Source: an optimization exercise on an open RTL-to-GDS flow (aim: small area, a short achievable clock period and few clock cycles per item). Production flows keep margins and buffers that such runs may drop.
Function was checked by simulation only, so behaviour that the tests miss may differ from the original.
Power is estimated from default activity; no workload was simulated.

// fe_inv
module fe_inv (
    input  wire         clk,
    input  wire         rst,
    input  wire         start,
    input  wire [259:0] a,
    output wire         ready,
    output wire         done,
    output wire [1:0]   fault,
    output wire [259:0] result
);
For scale: roughly 18000 cells after synthesis, ~1300 flip-flops, about 120000 µm² of cells after synthesis.
clock: 9.0 ns
lec_check: 0
cap_margin: 20
core_margin: 2
core_utilization: 30
setup_slack_margin: 3.5
slew_margin: 20
run.sh (not shown) runs the stock make flow with config.mk's settings and CLKGATE_MAP_FILE= SYNTH_SCRIPT=/design/flow/synth_recipe.tcl, a recipe that flattens the netlist after the stock synthesis.
The baseline completed, yet does not pass: capacitance limit.
Testbench counts at the start, summed over its fixed seeds: cycles 62,574, items 320.
Then changed:
Settings changed: CORE_UTILIZATION 30 to 40, SETUP_SLACK_MARGIN 3.5 to 3.
This time the run finished clean.
Maximum frequency falls by about 4.6%.
Die area falls by about 25%.
Cell area falls by 7.5%.
Clock skew is lower by 0.038 ns.
Sequential cell count is unchanged.
Synthesized cell count does not change.
Global-route usage is higher by 6.0 points.
Total power fell by 6.3%.
Register-to-register slack is worse by 0.28 ns.
Hold slack improves by 0.017 ns.
Then changed:
Settings changed: CORE_UTILIZATION 40 to 30.
The changed run produced a clean layout. Fmax went up by 2.8%. Area after synthesis is unchanged. Utilization went down by 11 points.

========
## run 1
The RTL this note starts from:
==> flow/design.v <==
module fe_inv (
    input  wire         clk,
    input  wire         rst,
    input  wire         start,
    input  wire [259:0] a,
    output wire         ready,
    output wire         done,
    output wire [1:0]   fault,
    output wire [259:0] result
);
    localparam [259:0] L    = 260'h1000000000000000000000000000000014def9dea2f79cd65812631a5cf5d3ed;
    localparam [252:0] LL   = L[252:0];
    localparam [253:0] NEGL = 254'h2fffffffffffffffffffffffffffffffeb2106215d086329a7ed9ce5a30a2c13;
    reg         a_busy;
    reg  [1:0]  a_fault;
    reg  [253:0] nu;      
    reg  [252:0] v;
    reg  [252:0] r, s;    
    reg  [8:0]  k;
    reg         b_busy;
    reg  [1:0]  b_fault;
    reg  [253:0] x;       
    reg  [8:0]  kb;
    reg         kb_zero;  
    wire b_done = b_busy & kb_zero;
    wire b_free = ~b_busy | b_done;
    wire gcd_end = (&nu) & (v == 253'd1);
    wire a_fin   = a_busy & ((a_fault != 2'd0) | gcd_end);
    wire hand    = a_fin & b_free;
    assign ready  = ~a_busy | hand;
    assign done   = b_done;
    assign fault  = b_fault;
    assign result = {7'd0, x[252:0]};
    wire accept = start & ready;
    wire [1:0] a_fcode = (a >= L) ? 2'd2 : (a == 260'd0) ? 2'd1 : 2'd0;
    wire u_even = ~nu[0];
    wire v_even = ~v[0];
    wire [253:0] d = {1'b0, v} + nu;
    wire [253:0] src = u_even ? nu : v_even ? {1'b0, v} : d;
    wire         neg = u_even | (~v_even & d[253]);    
    wire [1:0]   jm = src[1] ? 2'd0 : src[2] ? 2'd1 : src[3] ? 2'd2 : 2'd3;
    wire [256:0] dy = {{4{src[253]}}, src[253:1]} >> jm;
    wire [253:0] ds = dy[253:0];
    wire [252:0] rs = r + s;
    wire [252:0] r_sh = {r[251:0], 1'b0} << jm;
    wire [252:0] s_sh = {s[251:0], 1'b0} << jm;
    wire [1:0] q = 2'd0 - x[1:0];
    reg  [255:0] qL;
    always @(*) begin
        case (q)
            2'd0: qL = 256'h0;
            2'd1: qL = 256'h1000000000000000000000000000000014def9dea2f79cd65812631a5cf5d3ed;
            2'd2: qL = 256'h2000000000000000000000000000000029bdf3bd45ef39acb024c634b9eba7da;
            default: qL = 256'h300000000000000000000000000000003e9ced9be8e6d6830837294f16e17bc7;
        endcase
    end
    wire [255:0] xs = {2'd0, x} + qL;
    wire [253:0] xh = xs[255:2];
    wire [8:0]   kb_n = kb - 9'd2;
    wire step = a_busy & ~a_fin;
    always @(posedge clk) begin
        if (rst) begin
            a_busy <= 1'b0;
            b_busy <= 1'b0;
        end else begin
            if (accept)
                a_busy <= 1'b1;
            else if (hand)
                a_busy <= 1'b0;
            if (hand)
                b_busy <= 1'b1;
            else if (b_done)
                b_busy <= 1'b0;
        end
    end
    always @(posedge clk) begin
        if (accept) begin
            a_fault <= a_fcode;
            nu      <= NEGL;
            v       <= a[252:0];
            s       <= 253'd1;
            k       <= 9'd0;
        end else if (step) begin
            k <= k + {7'd0, jm} + 9'd1;
            if (neg) begin
                nu <= ds;
                s  <= s_sh;
            end else begin
                v  <= ds[252:0];
                s  <= v_even ? s : rs;
            end
        end
        r <= accept ? 253'd0 : neg ? (u_even ? r : rs) : r_sh;
    end
    always @(posedge clk) begin
        x <= hand ? (k[0] ? {s, 1'b0} : {1'b0, s}) : xh;
        if (hand) begin
            b_fault <= a_fault;
            kb      <= (a_fault != 2'd0) ? 9'd0 : k + {8'd0, k[0]};
            kb_zero <= (a_fault != 2'd0) | (k == 9'd0);
        end else if (b_busy & ~b_done) begin
            kb      <= kb_n;
            kb_zero <= (kb_n == 9'd0);
        end
    end
endmodule
Settings: LEC_CHECK=0, CAP_MARGIN=20, CORE_MARGIN=2, CORE_UTILIZATION=40, SETUP_SLACK_MARGIN=2.75, SLEW_MARGIN=20; clock period 9.0 ns.
Testbench counts of run 1, summed over its fixed seeds: cycles 62,574, items 320.
## Diff of input files: run 2 against run 1
- CORE_UTILIZATION: 40 -> 30
- SETUP_SLACK_MARGIN: 2.75 -> 3
--- outcome ---
On final-layout fill cell count: between run 2 and run 1, it ends up lower for run 1. Run 2: clock network fraction of design power 0.9 points above run 1. Run 2 against run 1: via count of the first global-routing pass saw an increase, total power draw saw an increase, sequential power saw a decrease, weighted congestion at the end of routability-driven global placement saw a decrease. Re fraction of met1 tracks used by global routing: run 2 is 11 points down on run 1. Higher non-clock buffer area fraction after layout was reported by run 2, not run 1. Run 2 vs. run 1: TritonCTS buffer count went up by 5. Run 1 → run 2: wire length picked up an extra 24 mm, total of cells resized after clock tree synthesis +about 160%. Run 2 went all the way through the flow, and no timing, DRC or antenna check failed.
diff inputs: run 2 => run 3
- CORE_UTILIZATION changed from 30 to 45
==> notes.md <==
Run 3 vs run 2: number of global-route vias before repair up
Die area in run 3 is about 33% below run 2.
Run 2 -> run 3: total of cells resized after clock tree synthesis decreased by a few percent
Sort run 2 and run 3 by part of the power in registers, ascending, and run 2 comes first.
Measured against run 3, the final routed wire length divided by cell count of run 2 comes out at 0.937 times the reference value.
Modified inputs, run 4 compared to run 3
- changing CORE_UTILIZATION from 45 to 40
Findings:
Side by side, initial core utilization turned out lower in run 4 than in run 3.
Relative to run 3, routed metal-1 wirelength has gone up in run 4.
Looking at worst setup path startpoint, the nu[187] result is from run 4; the v[222] one comes from run 3.
Worst reg-to-reg setup slack on run 4 is up relative to run 3.
Higher setup slack was reported by run 4, not run 3.
| combinational power | run 3 vs run 4 | ≈ equal |

## what the ideal ports hide
In the flow no input, the clock included, has a driving cell. The finished layouts below were timed again as built, in two steps. Step 1 (the two cells are an assumption about what drives the block):
set clk [get_ports {clk}]
set_driving_cell -lib_cell sky130_fd_sc_hd__clkbuf_16 $clk
set_driving_cell -lib_cell sky130_fd_sc_hd__buf_2 [delete_from_list [all_inputs] $clk]
Step 2 adds t to the input delays and takes it off the output delays; t is the mean of the earliest and latest rising clock arrival at the registers after step 1. Input paths then give back, and output paths get back, about the clock's delay inside the block. Three values: ideal, step 1, step 2; two values: the first two.
run | t, ns | setup WS [ns] | hold slack, ns | worst setup path after step 2 | slew at the worst register clock pin (ns)
the first run of note 1 | 1.026 | 3.178 / 3.053 / 3.255 | 0.456 / 0.456 / 0.456 | input to register | 0.07 / 0.07
the second run of note 1 | 0.988 | 2.897 / 2.778 / 2.720 | 0.474 / 0.474 / 0.474 | input to register | 0.07 / 0.07
the third run of note 1 | 1.004 | 3.061 / 2.938 / 3.077 | 0.477 / 0.477 / 0.477 | register to register | 0.08 / 0.08
run 1 | 0.973 | 2.749 / 2.641 / 2.498 | 0.454 / 0.454 / 0.454 | input to register | 0.07 / 0.07
run 2 | 1.011 | 3.001 / 2.890 / 2.383 | 0.495 / 0.495 / 0.495 | input to register | 0.08 / 0.08
run 3 | 0.996 | 2.913 / 2.791 / 2.139 | 0.494 / 0.494 / 0.494 | input to register | 0.07 / 0.07
run 4 | 0.974 | 2.975 / 2.868 / 2.530 | 0.453 / 0.453 / 0.453 | input to register | 0.07 / 0.07
For run 3, which loses most, drivers alone change the setup slack by -0.122 ns; drivers and shift together by -0.774 ns.
